What follows belongs to an exercise in optimizing a design on an open flow for small area, a short achievable clock period and few clock cycles; a production flow would make more cautious choices.
In this exercise RTL edits were held to simulation tests only and were not proved equivalent to the original.
Power figures rest on the tool's default switching activity, not on a simulated workload.

// cco7_core
module cco7_core #(
    parameter [15:0] MAX_IN_LEN = 16'd1024
) (
    input  wire        clk,
    input  wire        rst,
    input  wire        req_valid,
    output wire        req_ready,
    input  wire [15:0] req_cmd,
    input  wire [15:0] req_len,
    input  wire        in_valid,
    output wire        in_ready,
    input  wire [31:0] in_data,
    output wire        out_valid,
    input  wire        out_ready,
    output wire [31:0] out_data,
    output wire        rsp_valid,
    output reg         rsp_err,
    output wire [7:0]  rsp_code,
    output reg  [3:0]  rsp_stage,
    output wire [15:0] rsp_index,
    output wire [31:0] rsp_value
);
Settings: LEC_CHECK=0, CAP_MARGIN=20, CORE_MARGIN=2, CORE_UTILIZATION=40, PLACE_DENSITY=0.6, SETUP_SLACK_MARGIN=5, SLEW_MARGIN=20; clock period 10.0 ns.
run.sh (not shown) runs the stock make flow with config.mk's settings and CLKGATE_MAP_FILE= SYNTH_SCRIPT=/design/flow/synth_recipe.tcl, a recipe that flattens the netlist after the stock synthesis.
Testbench counts at the start, summed over its fixed seeds: cycles 125,549.
Then changed:
--- a/flow/design.v
+++ b/flow/design.v
@@ -74,18 +74,16 @@
     wire illegal   = bad_rsv || bad_op || bad_ofs;
     wire too_long  = (req_len > MAX_IN_LEN);
     wire arg_bad   = (c_op == 4'd6) && (c_ofs > 7'd99);
     wire t7_parity = (c_op == 4'd5) && req_len[0];
     wire t7_short  = (c_op == 4'd5) && (req_len == 16'd0);
     wire d_bad     = illegal || too_long || arg_bad || t7_parity || t7_short;
-    localparam [1023:0] MOD54_TABLE = 1024'h131211100F0E0D0C0B0A090807060504030201003534333231302F2E2D2C2B2A292827262524232221201F1E1D1C1B1A191817161514131211100F0E0D0C0B0A090807060504030201003534333231302F2E2D2C2B2A292827262524232221201F1E1D1C1B1A191817161514131211100F0E0D0C0B0A09080706050403020100;
-    localparam [1023:0] BCD_TABLE = 1024'h0000000000000000000000000000000000000000000000000000000099989796959493929190898887868584838281807978777675747372717069686766656463626160595857565554535251504948474645444342414039383736353433323130292827262524232221201918171615141312111009080706050403020100;
-    wire [5:0] ofs_pos = MOD54_TABLE[{c_ofs, 3'd0} +: 6];
-    wire [7:0] ofs_bcd = BCD_TABLE[{c_ofs, 3'd0} +: 8];
-    wire [3:0] s_tens = ofs_bcd[7:4];
-    wire [3:0] s_ones = ofs_bcd[3:0];
+    wire [5:0] ofs_pos = (c_ofs >= 7'd108) ? (c_ofs - 7'd108) :
+                         (c_ofs >= 7'd54)  ? (c_ofs - 7'd54)  : c_ofs[5:0];
+    wire [3:0] s_tens = c_ofs / 7'd10;
+    wire [3:0] s_ones = c_ofs % 7'd10;
     wire [15:0] u        = in_data[15:0];
     wire        is_lead  = (u[15:10] == 6'b110110);
     wire        is_trail = (u[15:10] == 6'b110111);
     wire        is_dig   = (u >= 16'h0030) && (u <= 16'h0039);
     wire        is_uc    = (u >= 16'h0041) && (u <= 16'h0046);
     wire [3:0]  hexv     = u[6] ? {1'b1, u[2:0] + 3'd1} : u[3:0];
@@ -157,21 +155,16 @@
             d8_q = {17'd0, b8[3:0]}; d8_qc = 2'd2; d8_ph = 1'b1;
         end else begin
             d8_q = {16'd0, b8[4:0]}; d8_qc = 2'd1; d8_ph = 1'b0;
         end
     end
     wire [20:0] d8_cp = d8_val;    
-    wire        d8_cmp  = accv && (b8[7:6] == 2'b10) && (remn == 2'd0);
-    wire        b5_bad  = d8_cmp && ((q[14:0] > 15'h43FF) ||
-                                     ((q[14:0] == 15'h43FF) && (b8[5:0] == 6'h3F)));
-    wire        b5_sur  = d8_cmp && (q[14:5] == 10'h01B);
-    wire        b5_sup  = d8_cmp && (q[14:10] != 5'd0);
     wire [31:0] e16_cp  = o5 ? {11'd0, d8_cp} : in_data;
-    wire        e16_bad = o5 ? b5_bad : (in_data[31] || (in_data >= 32'h0010FFFF));
-    wire        e16_sur = o5 ? b5_sur : (in_data[31:11] == 21'h1B);
-    wire        e16_sup = o5 ? b5_sup : (in_data[20:16] != 5'd0);
+    wire        e16_bad = e16_cp[31] || (e16_cp >= 32'h0010FFFF);
+    wire        e16_sur = (e16_cp[31:11] == 21'h1B);
+    wire        e16_sup = (e16_cp[20:16] != 5'd0);
     wire [15:0] e16_lead = {6'b110110, e16_cp[19:16] - 4'd1, e16_cp[15:10]};
     wire [20:0] e8_cp = o6 ? (is_trail ? pair : {5'd0, u}) : in_data[20:0];
     wire        e8_bad = in_data[31] || (in_data >= 32'h0010FFFF);
     reg  [31:0] e8_b;
     reg  [2:0]  e8_k;
     always @(*) begin
@@ -187,15 +180,14 @@
                     2'b10, e8_cp[5:0]};
             e8_k = 3'd4;
         end
     end
     wire [7:0] fx  = q[31:24] ^ (nox ? 8'd0 : kb);
     wire [15:0] fch = hexc(ph ? fx[3:0] : fx[7:4]);
-    localparam [2047:0] SALT_TABLE = 2048'h0000000000000000000000000000000000000000000000000000000000000000000000000000000000000000000000000000000000000000000000000000000000000000000000000000000000000000000000000000000000000000000000000000000000002D2C2B2A292827262524000000000000232221201F1E1D1C1B1A000000000000191817161514131211100000000000000F0E0D0C0B0A090807060000000000000504030201003534333200000000000031302F2E2D2C2B2A292800000000000027262524232221201F1E0000000000001D1C1B1A191817161514000000000000131211100F0E0D0C0B0A00000000000009080706050403020100;
-    wire [7:0] salt_i  = {hi, u[3:0]};
-    wire [5:0] salt_p  = SALT_TABLE[{salt_i, 3'd0} +: 6];
+    wire [6:0] salt    = {3'd0, hi} * 7'd10 + {3'd0, u[3:0]};
+    wire [5:0] salt_p  = (salt >= 7'd54) ? (salt - 7'd54) : salt[5:0];
     wire        lo5  = o5 && (cnt[10:1] != 10'd0) && cnt[0];    
     wire        v5ok = (cnt[10:1] == 10'd0) ? is_dig : (is_dig || is_uc);
     wire        pe8  = rsp_err && (rsp_stage == ST_DEC8);       
     wire        e16e = e16_bad || e16_sur;
     reg        ie;
     reg [4:0]  ie_code;
Result:
- routed wire length came out higher by 0.87%
- setup slack got worse by 0.063 ns
- global-route usage came out lower by 0.35 points
- final area came out higher by 4.8%
- die area came out higher by about 3%
- via count came out higher by about 2%
- core utilization came out higher by 0.93 points
- sequential share of layout area came out lower by 0.99 points
- count of clock-buffer cells in the layout came out lower by 1
- non-clock buffer count came out higher by 19
- power came out higher by about 7%
- synthesized area came out higher by about 3%
- register-to-register slack got worse by 0.02 ns
Testbench counts after the change, summed over its fixed seeds: cycles 125,549.

-- what the ideal ports hide --
The results above use ideal ports. As a check the final layouts listed here were re-extracted and re-timed, cells and wires unchanged.
Step 1 (the two cells are an assumption about what drives the block):
set clk [get_ports {clk}]
set_driving_cell -lib_cell sky130_fd_sc_hd__clkbuf_16 $clk
set_driving_cell -lib_cell sky130_fd_sc_hd__buf_2 [delete_from_list [all_inputs] $clk]
Step 2 moves the port delays by t, midway between the first and last clock arrival at a register: inputs arrive t later, outputs are due t later. That takes back most of the time a late clock gives input paths.
a / b / c = ideal ports / drivers / drivers and shift; a / b = the first two.
run | t (ns) | setup slack, ns | worst setup path at the end | latest minus earliest clock arrival (ns) | worst data-port slew with drivers (ns)
the first run | 0.491 | 4.944 / 4.972 / 4.481 | input to register | 0.010 / 0.010 | 0.06
the second run | 0.508 | 4.881 / 4.907 / 4.400 | input to register | 0.019 / 0.019 | 0.06
After both steps setup and hold are still met in every run listed. The setup slack of the second run, which loses most, moves by +0.026 ns with the drivers and by -0.481 ns with both steps.
